This is an optimization exercise on Yosys and OpenROAD, whose aim is small area, a short achievable clock period and few clock cycles, not a production implementation.
Only simulation tests tie the RTL to the original design; equivalence was not proved.
No activity file was given, so power comes from the tool's default toggle rates.

## build 75
## sap3_core
module sap3_core (
    input  wire         clk,
    input  wire         rst,           
    input  wire         step,          
    output wire [15:0]  imem_addr,     
    input  wire [31:0]  imem_data,     
    input  wire [15:0]  prog_len,      
    input  wire [7:0]   in_value,      
    output wire [8:0]   dmem_addr,     
    input  wire [7:0]   dmem_rdata,    
    output wire         dmem_we,       
    output wire [7:0]   dmem_wdata,
    output wire         ready,         
    output wire         stopped,       
    output wire         halted,
    output wire [3:0]   fault,
    output wire [7:0]   acc,
    output wire [127:0] regs,          
    output wire [8:0]   sp,
    output wire         flag_c,
    output wire         flag_z,
    output wire         out_valid,
    output wire [7:0]   out_data,
    output wire         print_valid,
    output wire [15:0]  print_tmpl
);
clock: 10.0 ns
lec_check: 0
abc_area: 1
cap_margin: 20
core_margin: 2
core_utilization: 40
setup_slack_margin: 4.5
slew_margin: 20
standard.sh (not shown) runs the stock make flow with config.mk's settings and CLKGATE_MAP_FILE= SYNTH_SCRIPT=/design/flow/synth_recipe.tcl, a recipe that flattens the netlist after the stock synthesis.
==> flow/flow/run.sh <==
#!/bin/bash
# The standard layout (standard.sh), with two changes:
#  - synthesis maps the logic with an area-oriented ABC script (flow/area.script,
#    through flow/synth_abc.tcl, which otherwise runs synth_recipe.tcl as it is);
#  - the port buffers that ORFS inserts at global placement are
#    sky130_fd_sc_hd__buf_1 (ORFS otherwise picks the delay cell clkdlybuf4s50_1).
set -euo pipefail
work=$(pwd)
export FLOW_SYNTH_TCL=$work/synth_recipe.tcl
export FLOW_ABC_SCRIPT=$work/flow/area.script
bash standard.sh "SYNTH_SCRIPT=$work/flow/synth_abc.tcl" \
  'BUFFER_PORTS_ARGS=-buffer_cell sky130_fd_sc_hd__buf_1' finish > standard_flow.log 2>&1
==> flow/flow/area.script <==
&get -n
&st
&dch
&nf -R 1000
&put
==> flow/flow/synth_abc.tcl <==
# The standard synthesis (synth_recipe.tcl in the work folder, unchanged),
# with one difference: Yosys's abc pass runs the ABC script named by
# FLOW_ABC_SCRIPT instead of ORFS's abc_area/abc_speed script. Only the
# combinational mapping changes; the registers are the standard synthesis's.
proc abc {args} {
  set i [lsearch -exact $args -script]
  if { $i >= 0 } { lset args [expr {$i + 1}] $::env(FLOW_ABC_SCRIPT) }
  yosys abc {*}$args
}
source $::env(FLOW_SYNTH_TCL)
Testbench counts of build 75, summed over its fixed seeds: cycles 120,658.
Setup changes, build 75 to trial 23
-- flow/design.v --
<<< build 75, line 177
            logic_res[b] = lut[{a_q[b], opb[b]}];
    wire [7:0] alu_res = is_arith_c ? sum : is_rot_c ? rot : logic_res;
    wire [7:0] add_p  = a_q ^ add_x;
    wire [7:0] add_k  = {a_q[6:0] | add_x[6:0], add_ci};
    wire       z_add  = (add_p == add_k);
    wire       z_rot  = (a_q == 8'd0);        
    wire       z_log  = (logic_res == 8'd0);
    wire       alu_zero = is_arith_c ? z_add : is_rot_c ? z_rot : z_log;
    wire alu_z = is_addr || is_addm || is_sub || is_and || is_or || is_xor ||
                 is_not || is_inc || is_dec || is_rol || is_ror || is_in;
>>> trial 23, line 177
            logic_res[b] = lut[{a_q[b], opb[b]}];
    wire [7:0] alu_res = is_arith_c ? sum : is_rot_c ? rot : logic_res;
    wire alu_z = is_addr || is_addm || is_sub || is_and || is_or || is_xor ||
                 is_not || is_inc || is_dec || is_rol || is_ror || is_in;
<<< build 75, line 221
    wire z_en = rst || (commit && alu_z);
    always @(posedge clk)
        if (z_en) z_q <= !rst && alu_zero;
    wire c_en = rst || (commit && c_wr);
    always @(posedge clk)
>>> trial 23, line 215
    wire z_en = rst || (commit && alu_z);
    always @(posedge clk)
        if (z_en) z_q <= !rst && (alu_res == 8'd0);
    wire c_en = rst || (commit && c_wr);
    always @(posedge clk)
### Flow results
- Trial 23 went all the way through the flow, and no timing, DRC or antenna check failed.
- Lower final worst hold slack among build 75 and trial 23: build 75
- Relative to build 75, area after synthesis has decreased by 2.4% in trial 23.
- Relative to build 75, cell leakage power has decreased by 1.5% in trial 23.
- Delta(clock skew, trial 23 - build 75) < 0
- Trial 23 vs. build 75: post-route cell area has decreased; multi-input combinational cell count went down by 9.
- For the met1 track demand over resource in global routing, trial 23 came in 1.1 points higher than build 75 did.
Testbench counts of trial 23, summed over its fixed seeds: cycles 120,658.

## static timing again, ports no longer ideal
In the flow no input, the clock included, has a driving cell. The finished layouts below were timed again as built, in two steps.
Step 1 (the two cells are an assumption about what drives the block):
set clk [get_ports {clk}]
set_driving_cell -lib_cell sky130_fd_sc_hd__clkbuf_16 $clk
set_driving_cell -lib_cell sky130_fd_sc_hd__buf_2 [delete_from_list [all_inputs] $clk]
Step 2, shift: input delay + t, output delay - t, t = (earliest + latest rising clock arrival at the registers) / 2. This alone moves slack from input paths to output paths.
Slacks: ideal / step 1 / step 2; pairs: ideal / step 1.
run	t, ns	setup slack, ns	hold WS [ns]	pins driven straight from the clock port
build 75	0.477	4.270 / 4.229 / 4.064	0.659 / 0.659 / 0.659	1
trial 23	0.482	4.212 / 4.173 / 4.059	0.666 / 0.666 / 0.666	1
After both steps setup and hold are still met in every run listed. The setup slack of build 75, which loses most, moves by -0.041 ns with the drivers and by -0.206 ns with both steps.
